Source: an optimization exercise on an open RTL-to-GDS flow (aim: small area, a short achievable clock period and few clock cycles per item). Production flows keep margins and buffers that such runs may drop.
Function was checked by simulation only, so behaviour that the tests miss may differ from the original.
Power is estimated from default activity; no workload was simulated.

File: design/flow/constraint.sdc
create_clock -name core_clock -period 12.0 [get_ports {clk}]
set_input_delay 2.4000 -clock core_clock [delete_from_list [all_inputs] [get_ports {clk}]]
set_output_delay 2.4000 -clock core_clock [all_outputs]
set_load 0.01 [all_outputs]
File: design/flow/run.sh
#!/bin/bash
# synth_recipe.tcl (not shown) runs the flow's synth.tcl, then flattens the netlist and writes it again
# the make line also repeats each setting of config.mk as NAME=value (left out here)
make -C /OpenROAD-flow-scripts/flow DESIGN_CONFIG=/design/flow/config.mk WORK_HOME=/design/flow/orfs CLKGATE_MAP_FILE= SYNTH_SCRIPT=/design/flow/synth_recipe.tcl finish
File: design/flow/config.mk
export PLATFORM = sky130hd
export DESIGN_NAME = b128codec
export DESIGN_NICKNAME = b128codec
export VERILOG_FILES = /design/flow/design.v
export SDC_FILE = /design/flow/constraint.sdc
export NUM_CORES = 4
export LEC_CHECK = 0
export CAP_MARGIN = 20
export CORE_MARGIN = 2
export CORE_UTILIZATION = 40
export SLEW_MARGIN = 20
File: design/flow/design.v
module b128codec (
    input  wire       clk,
    input  wire       rst,
    input  wire       cmd_valid,
    input  wire [1:0] cmd_op,
    output wire [1:0] status_state,
    output wire [1:0] status_err,
    input  wire       in_valid,
    input  wire [7:0] in_data,
    input  wire       in_end,
    output wire       in_ready,
    output wire       out_valid,
    output wire [7:0] out_data,
    input  wire       out_ready
);
    localparam [1:0] ST_IDLE = 2'd0, ST_BUSY = 2'd1, ST_DONE = 2'd2, ST_ERROR = 2'd3;
    localparam [1:0] ERR_NONE = 2'd0, ERR_INVALID = 2'd1, ERR_MALFORMED = 2'd2;
    localparam [1:0] OP_ENC7 = 2'd0, OP_DEC7 = 2'd1, OP_ENC192 = 2'd2, OP_DEC192 = 2'd3;
    localparam [1:0] PH_READ = 2'd0, PH_CONV = 2'd1, PH_CHECK7 = 2'd2, PH_EMIT = 2'd3;
    localparam [7:0] PAD_CHAR = 8'h21;
    function [7:0] alook;
        input [7:0] d;
        begin
            if (d <= 8'd91)       alook = 8'h23 + d;
            else if (d <= 8'd187) alook = 8'hA0 + (d - 8'd92);
            else case (d[1:0])
                2'd0: alook = 8'h09;
                2'd1: alook = 8'h0B;
                2'd2: alook = 8'h1B;
                default: alook = 8'h1C;
            endcase
        end
    endfunction
    function [9:0] rlook;
        input [7:0] c;
        begin
            if (c >= 8'h23 && c <= 8'h7E)  rlook = {2'b00, c - 8'h23};
            else if (c >= 8'hA0)           rlook = {2'b00, c - 8'hA0 + 8'd92};
            else if (c == 8'h09)           rlook = {2'b00, 8'd188};
            else if (c == 8'h0B)           rlook = {2'b00, 8'd189};
            else if (c == 8'h1B)           rlook = {2'b00, 8'd190};
            else if (c == 8'h1C)           rlook = {2'b00, 8'd191};
            else if (c == PAD_CHAR)        rlook = {2'b01, 8'd0};
            else                           rlook = {2'b10, 8'd0};
        end
    endfunction
    reg  [1:0]   state_q, err_q, op_q, phase_q;
    reg  [4:0]   cnt_q;         
    reg  [6:0]   mask_q;        
    reg  [127:0] acc_q;         
    reg  [7:0]   dig_q  [0:15];
    reg  [7:0]   ibuf_q [0:7];  
    reg  [7:0]   obuf_q [0:15];
    reg  [4:0]   olen_q, opos_q;
    reg  [3:0]   bstep_q, dstep_q;
    reg  [7:0]   rem_q;         
    wire busy = (state_q == ST_BUSY);
    assign status_state = state_q;
    assign status_err   = err_q;
    assign in_ready     = busy && (phase_q == PH_READ) && (!in_end || cnt_q == 5'd0);
    assign out_valid    = busy && (phase_q == PH_EMIT) && (opos_q < olen_q);
    assign out_data     = obuf_q[opos_q[3:0]];
    wire [9:0] in_r = rlook(in_data);
    wire [15:0] div_cur = {rem_q, acc_q[127:120]};
    wire [15:0] div_qw  = div_cur / 16'd192;    
    wire [15:0] div_rw  = div_cur % 16'd192;    
    wire [7:0]  div_q   = div_qw[7:0];
    wire [7:0]  div_r   = div_rw[7:0];
    wire [7:0]  mac_cin = (bstep_q == 4'd0) ? dig_q[dstep_q] : rem_q;
    wire [15:0] mac_cur = acc_q[7:0] * 16'd192 + {8'd0, mac_cin};
    reg        c7_bad, c7_mal, c7_pad, c7_stop;
    reg [6:0]  c7_mask;
    reg [4:0]  c7_len;
    reg [9:0]  c7_t, c7_r;
    reg [7:0]  c7_out [0:6];
    integer    k;
    always @* begin
        c7_bad = 1'b0;
        c7_mal = 1'b0;
        for (k = 0; k < 8; k = k + 1)
            if (k < {27'd0, cnt_q} && rlook(ibuf_q[k]) >= 10'h200)
                c7_bad = 1'b1;
        c7_t = rlook(ibuf_q[cnt_q[2:0] - 3'd1]);
        if (c7_t[8] || c7_t[7])
            c7_mal = 1'b1;
        c7_mask = c7_t[6:0];
        c7_len  = 5'd0;
        c7_pad  = 1'b0;
        c7_stop = 1'b0;
        for (k = 0; k < 7; k = k + 1) begin
            c7_r = rlook(ibuf_q[k]);
            c7_out[k] = {c7_mask[6-k], c7_r[6:0]};
            if (k + 1 < {27'd0, cnt_q} && !c7_stop) begin
                if (c7_r[8]) begin
                    c7_pad  = 1'b1;
                    c7_stop = 1'b1;
                end else if (c7_r[7]) begin
                    c7_mal  = 1'b1;
                    c7_stop = 1'b1;
                end else begin
                    c7_len = k[4:0] + 5'd1;
                end
            end
        end
        if (!c7_pad && cnt_q < 5'd8)
            c7_mal = 1'b1;
    end
    integer i;
    always @(posedge clk) begin
        if (rst) begin
            state_q <= ST_IDLE;
            err_q   <= ERR_NONE;
            op_q    <= OP_ENC7;
            phase_q <= PH_READ;
        end else if (!busy) begin
            if (cmd_valid) begin
                state_q <= ST_BUSY;
                err_q   <= ERR_NONE;
                op_q    <= cmd_op;
                phase_q <= PH_READ;
                cnt_q   <= 5'd0;
                mask_q  <= 7'd0;
                acc_q   <= 128'd0;
                for (i = 0; i < 16; i = i + 1) dig_q[i] <= 8'd0;
            end
        end else begin
            case (phase_q)
            PH_READ: if (in_valid) begin
                if (in_end) begin
                    if (cnt_q == 5'd0) begin
                        state_q <= ST_DONE;             
                    end else begin
                        case (op_q)
                        OP_ENC7: begin
                            obuf_q[cnt_q[3:0]]        <= PAD_CHAR;
                            obuf_q[cnt_q[3:0] + 4'd1] <= alook({1'b0, mask_q});
                            olen_q  <= cnt_q + 5'd2;
                            opos_q  <= 5'd0;
                            phase_q <= PH_EMIT;
                        end
                        OP_DEC7:   phase_q <= PH_CHECK7;
                        OP_ENC192: begin
                            bstep_q <= 4'd0;
                            dstep_q <= 4'd0;
                            rem_q   <= 8'd0;
                            phase_q <= PH_CONV;
                        end
                        default: begin                 
                            state_q <= ST_ERROR;
                            err_q   <= ERR_MALFORMED;
                        end
                        endcase
                    end
                end else begin
                    case (op_q)
                    OP_ENC7: begin
                        obuf_q[cnt_q[3:0]] <= alook({1'b0, in_data[6:0]});
                        mask_q[3'd6 - cnt_q[2:0]] <= in_data[7];
                        cnt_q <= cnt_q + 5'd1;
                        if (cnt_q == 5'd6) begin
                            obuf_q[7] <= alook({1'b0, mask_q[6:1], in_data[7]});
                            olen_q  <= 5'd8;
                            opos_q  <= 5'd0;
                            phase_q <= PH_EMIT;
                        end
                    end
                    OP_DEC7: begin
                        ibuf_q[cnt_q[2:0]] <= in_data;
                        cnt_q <= cnt_q + 5'd1;
                        if (cnt_q == 5'd7)
                            phase_q <= PH_CHECK7;
                    end
                    OP_ENC192: begin
                        acc_q[cnt_q[3:0]*8 +: 8] <= in_data;
                        cnt_q <= cnt_q + 5'd1;
                        if (cnt_q == 5'd14) begin
                            bstep_q <= 4'd0;
                            dstep_q <= 4'd0;
                            rem_q   <= 8'd0;
                            phase_q <= PH_CONV;
                        end
                    end
                    default: begin                     
                        if (in_r[9]) begin
                            state_q <= ST_ERROR;
                            err_q   <= ERR_INVALID;
                        end else if (in_r[8]) begin
                            if (cnt_q == 5'd0) begin
                                state_q <= ST_ERROR;
                                err_q   <= ERR_MALFORMED;
                            end else begin
                                bstep_q <= 4'd0;
                                dstep_q <= 4'd15;
                                phase_q <= PH_CONV;
                            end
                        end else begin
                            dig_q[cnt_q[3:0]] <= in_r[7:0];
                            cnt_q <= cnt_q + 5'd1;
                            if (cnt_q == 5'd15) begin
                                bstep_q <= 4'd0;
                                dstep_q <= 4'd15;
                                phase_q <= PH_CONV;
                            end
                        end
                    end
                    endcase
                end
            end
            PH_CONV: begin
                bstep_q <= bstep_q + 4'd1;
                if (op_q == OP_ENC192) begin
                    acc_q <= {acc_q[119:0], div_q};
                    if (bstep_q == 4'd15) begin
                        rem_q <= 8'd0;
                        if ({1'b0, dstep_q} == cnt_q + 5'd1)
                            obuf_q[dstep_q] <= PAD_CHAR;
                        else
                            obuf_q[dstep_q] <= alook(div_r);
                        dstep_q <= dstep_q + 4'd1;
                        if (dstep_q == 4'd15) begin
                            olen_q  <= (cnt_q == 5'd15) ? 5'd16 : cnt_q + 5'd2;
                            opos_q  <= 5'd0;
                            phase_q <= PH_EMIT;
                        end
                    end else begin
                        rem_q <= div_r;
                    end
                end else begin
                    acc_q <= {mac_cur[7:0], acc_q[127:8]};
                    rem_q <= mac_cur[15:8];
                    if (bstep_q == 4'd15) begin
                        dstep_q <= dstep_q - 4'd1;
                        if (dstep_q == 4'd0) begin
                            for (i = 0; i < 15; i = i + 1)
                                obuf_q[i] <= acc_q[8*(i+1) +: 8];    
                            olen_q  <= cnt_q - 5'd1;
                            opos_q  <= 5'd0;
                            phase_q <= PH_EMIT;
                        end
                    end
                end
            end
            PH_CHECK7: begin
                if (c7_bad) begin
                    state_q <= ST_ERROR;
                    err_q   <= ERR_INVALID;
                end else if (c7_mal) begin
                    state_q <= ST_ERROR;
                    err_q   <= ERR_MALFORMED;
                end else begin
                    for (i = 0; i < 7; i = i + 1) obuf_q[i] <= c7_out[i];
                    olen_q  <= c7_len;
                    opos_q  <= 5'd0;
                    phase_q <= PH_EMIT;
                end
            end
            default: begin                             
                if (opos_q < olen_q) begin
                    if (out_ready)
                        opos_q <= opos_q + 5'd1;
                end else begin
                    phase_q <= PH_READ;
                    cnt_q   <= 5'd0;
                    mask_q  <= 7'd0;
                    acc_q   <= 128'd0;
                    for (i = 0; i < 16; i = i + 1) dig_q[i] <= 8'd0;
                end
            end
            endcase
        end
    end
endmodule
==> results.ini <==
[run_status]
status=timing/DRC/antenna clean

[sta]
fin_ws_ps=5250
setup_viol=0
post-route-period-util=0.563
worstMarginPinSlew_ps=1270
fmax_ghz=0.148
period_needed_ps=6750
hold_violations=0
clock_skew_ps=71.7
relSlewSlack=0.152
drv_slew=0
fin_tns_setup_ps=0
rsz0062_at_grt=false

[clocking]
h-tree-depth=2
post_cts_resized=0
cts.sinks=502
ctsLongestPathBuffers=3
ctsHoldBuffers=0
cts.clk_slew.worst_paths_ps=70
root_buffer=clkbuf_16
numCtsBuffers=58
post_cts_buffers=0
cts_tree=built
insertion_delay_ps=670

[min_path]
worst_hold_path.endpoint=err_q[1]
min_path_cells=2
min-delay-start=err_q[1]
hold_path.class=reg -> reg

[setup_path]
crit_path_start=cnt_q[1]
rr_worst_depth=19
timing.rr.start=cnt_q[1]
r2r_setup_slack_ps=5250
cp-end-kind=flip-flop
timing.rr.end=obuf_q[4][3]
path_max_fanout=19
cp_data_arrival_time_ps=6960
worstPathRequired_ps=12210
critPathLaunchType=flip-flop
crit_type=reg -> reg

[yosys]
ys_seq_area_frac=0.423
synth-async-reset-ratio=0
synth_area_um2=35200
synth_edf_count=486
synthCells=3690
netlist_top_cells_area=edfxtp_1 41%, mux4_2 6.1%, nor2_1 5.8%
synth_most_common_cell=nor2_1
syn_area_per_cell_um2=9.55
synth_seq_cells=502
syn_nets=3839
synth_ff_type=edfxtp_1
synth_largest_area_cell=edfxtp_1
netlist_top_cells_count=547 x nor2_1, 486 x edfxtp_1, 355 x nand2_1, 309 x a21oi_1, 230 x o21ai_0
synth.distinct_cells=109
yosysWarnings=2
synth_top_area_frac=0.414

[power_and_ir_drop]
power.density_nw_per_um2=125
ir_drop_v=0.000138
p_leak_uw=0.0140

[grt]
antenna_found_initial=5
grt_pass1_vias=28800
grt_pass1_wl_um=196000
grt_overflow=0
grt_max_degree=86
grt_use_total=0.290

[floorplanning]
num_rows=108
start_util=0.405
die_area_um2=90500
fp.dieW_um=301
io_pins=30
die_height_um=301
core_region_area_um2=87000

[finish]
fillCellCount=8324
final_core_utilization=0.443
seq_area_um2=14900
nNetsFinal=3741
final_area_um2=38500
syn2layout_area_growth_pct=9.32
final_layout_size_suffix_gt1_frac=0.0926
multi_input_area_um2=18900
final_cells=4797

[drt]
vias_per_cell=6.50
wl_per_cell_um=28.0
antenna_left=0
drt_iter0_markers=4141
wl_um=134000
drtPass1Iterations=6
num_vias=31200
drc=0

[placement]
dp_hpwl_um=94800
gp_congestion=0.985
port_buffers=29
dp.cells=4686
dpl_cell_area_um2=36500
dp_slack_ps=4770

[run]
maxCapViolations=0

-- cell usage in the layout (no fill, tap or decap), types with 52 or more instances in the layout --
master and instances:
edfxtp_1 486, nor2_1 544, o21ai_0 229, nand3_1 82, mux4_2 96, a21oi_1 309
nor3_1 66, o22a_1 100, a22oi_1 53, mux2i_1 143, xnor2_1 52, o211ai_1 58
nand2_1 355, inv_1 101, buf_4 71, clkbuf_16 58, ha_1 129
-- critical path, cell delays in order (launching register included) --
cell and delay (ps):
edfxtp_1 630, inv_1 260, ha_1 460, buf_4 360
mux4_2 610, mux2i_1 330, inv_1 110, ha_1 250
nand2_1 80, nand2_1 100, o211ai_1 170, o21ai_0 200
o221ai_2 470, a21boi_0 280, nor4b_2 100, nand2_1 130
nor2_2 40, buf_4 220, nor2_1 800, o211ai_1 680
-- metrics by stage --
stage	power [µW]	hold WS (ps)
after floorplan	2630	480
after global placement	2930	487
after detailed placement	2930	500
after CTS	4780	509
after global routing	4920	530
final	4800	503
-- logic make-up after synthesis --
logic type                 after synthesis  share of synthesized area
buffers and inverters                  371                     0.0422
adders and majority gates              134                     0.0481
AOI/OAI and AO/OA                     1073                      0.199
DFF                                    502                      0.423
muxes                                  255                      0.107
xor gates and xnor gates                72                     0.0179
and+or+nand+nor                       1283                      0.163
-- registers in the layout (all words and copies together), names as in the netlist, 4 cells and up, named ones only --
register / cells
dig_q: 128
acc_q: 128
opos_q: 5
dstep_q: 4
mask_q: 7
bstep_q: 4
rem_q: 8
cnt_q: 5
ibuf_q: 64
obuf_q: 128
olen_q: 5
-- cell type report --
| class | instances | area share |
|---|---|---|
| inverters | 112 | 0.0111 |
| flip-flops and latches | 502 | 0.387 |
| clock inverters | 42 | 0.0130 |
| well taps | 1155 | 0.0375 |
| clock buffers | 67 | 0.0385 |
| diodes | 1 | 0.0000649 |
| multi-input cells | 2817 | 0.491 |
| repair buffers | 101 | 0.0212 |
-- power by group --
group | leakage [µW] | internal (µW) | switching (µW) | total (µW)
registers | 0.00468 | 1990 | 90.0 | 2080
clock network | 0.000971 | 1090 | 785 | 1870
logic | 0.00838 | 285 | 560 | 845
total | 0.0140 | 3360 | 1430 | 4800
-- worst max-delay path by stage --
stage / cells past startpoint / end / slack (ps)
final: 19 / obuf_q[4][3] / 5250
after global routing: 19 / obuf_q[5][3] / 4820
after CTS: 16 / flip-flop / 5420
after detailed placement: 16 / flip-flop / 4770
after global placement: 15 / flip-flop / 4840
after floorplan: 3 / acc_q[0] / 5790
-- metal layers --
layer / track usage / part of all wire
met2: 0.442 / 0.44
met1: 0.395 / 0.39
met4: 0.137 / 0.054
met5: 0 / 0.00015
met3: 0.0608 / 0.11
Testbench counts, summed over its fixed seeds: cycles 239,265, bytes 41,065.

==> static timing again, ports no longer ideal <==
In the flow no input, the clock included, has a driving cell. The finished layout below was timed again as built, in two steps. Step 1 assumes that a clkbuf_16 drives the clock port and a buf_2 every other input. Step 2 times the ports against the registers' clock, not the clock port: input delays grow and output delays shrink by t, the midpoint of the rising clock arrivals with the driver on. a / b / c = ideal / step 1 / step 2; a / b = the first two.
shift t [ns]: 0.703
setup slack, ns: 5.249 / 5.249 / 4.678
latest minus earliest clock arrival (ns): 0.076 / 0.076
worst register clock-pin slew, ns: 0.07 / 0.07
worst slew at a driven data input, ns: 0.04
After both steps this run still meets setup and hold. The setup slack of this run moves by 0.000 ns with the drivers and by -0.571 ns with both steps.
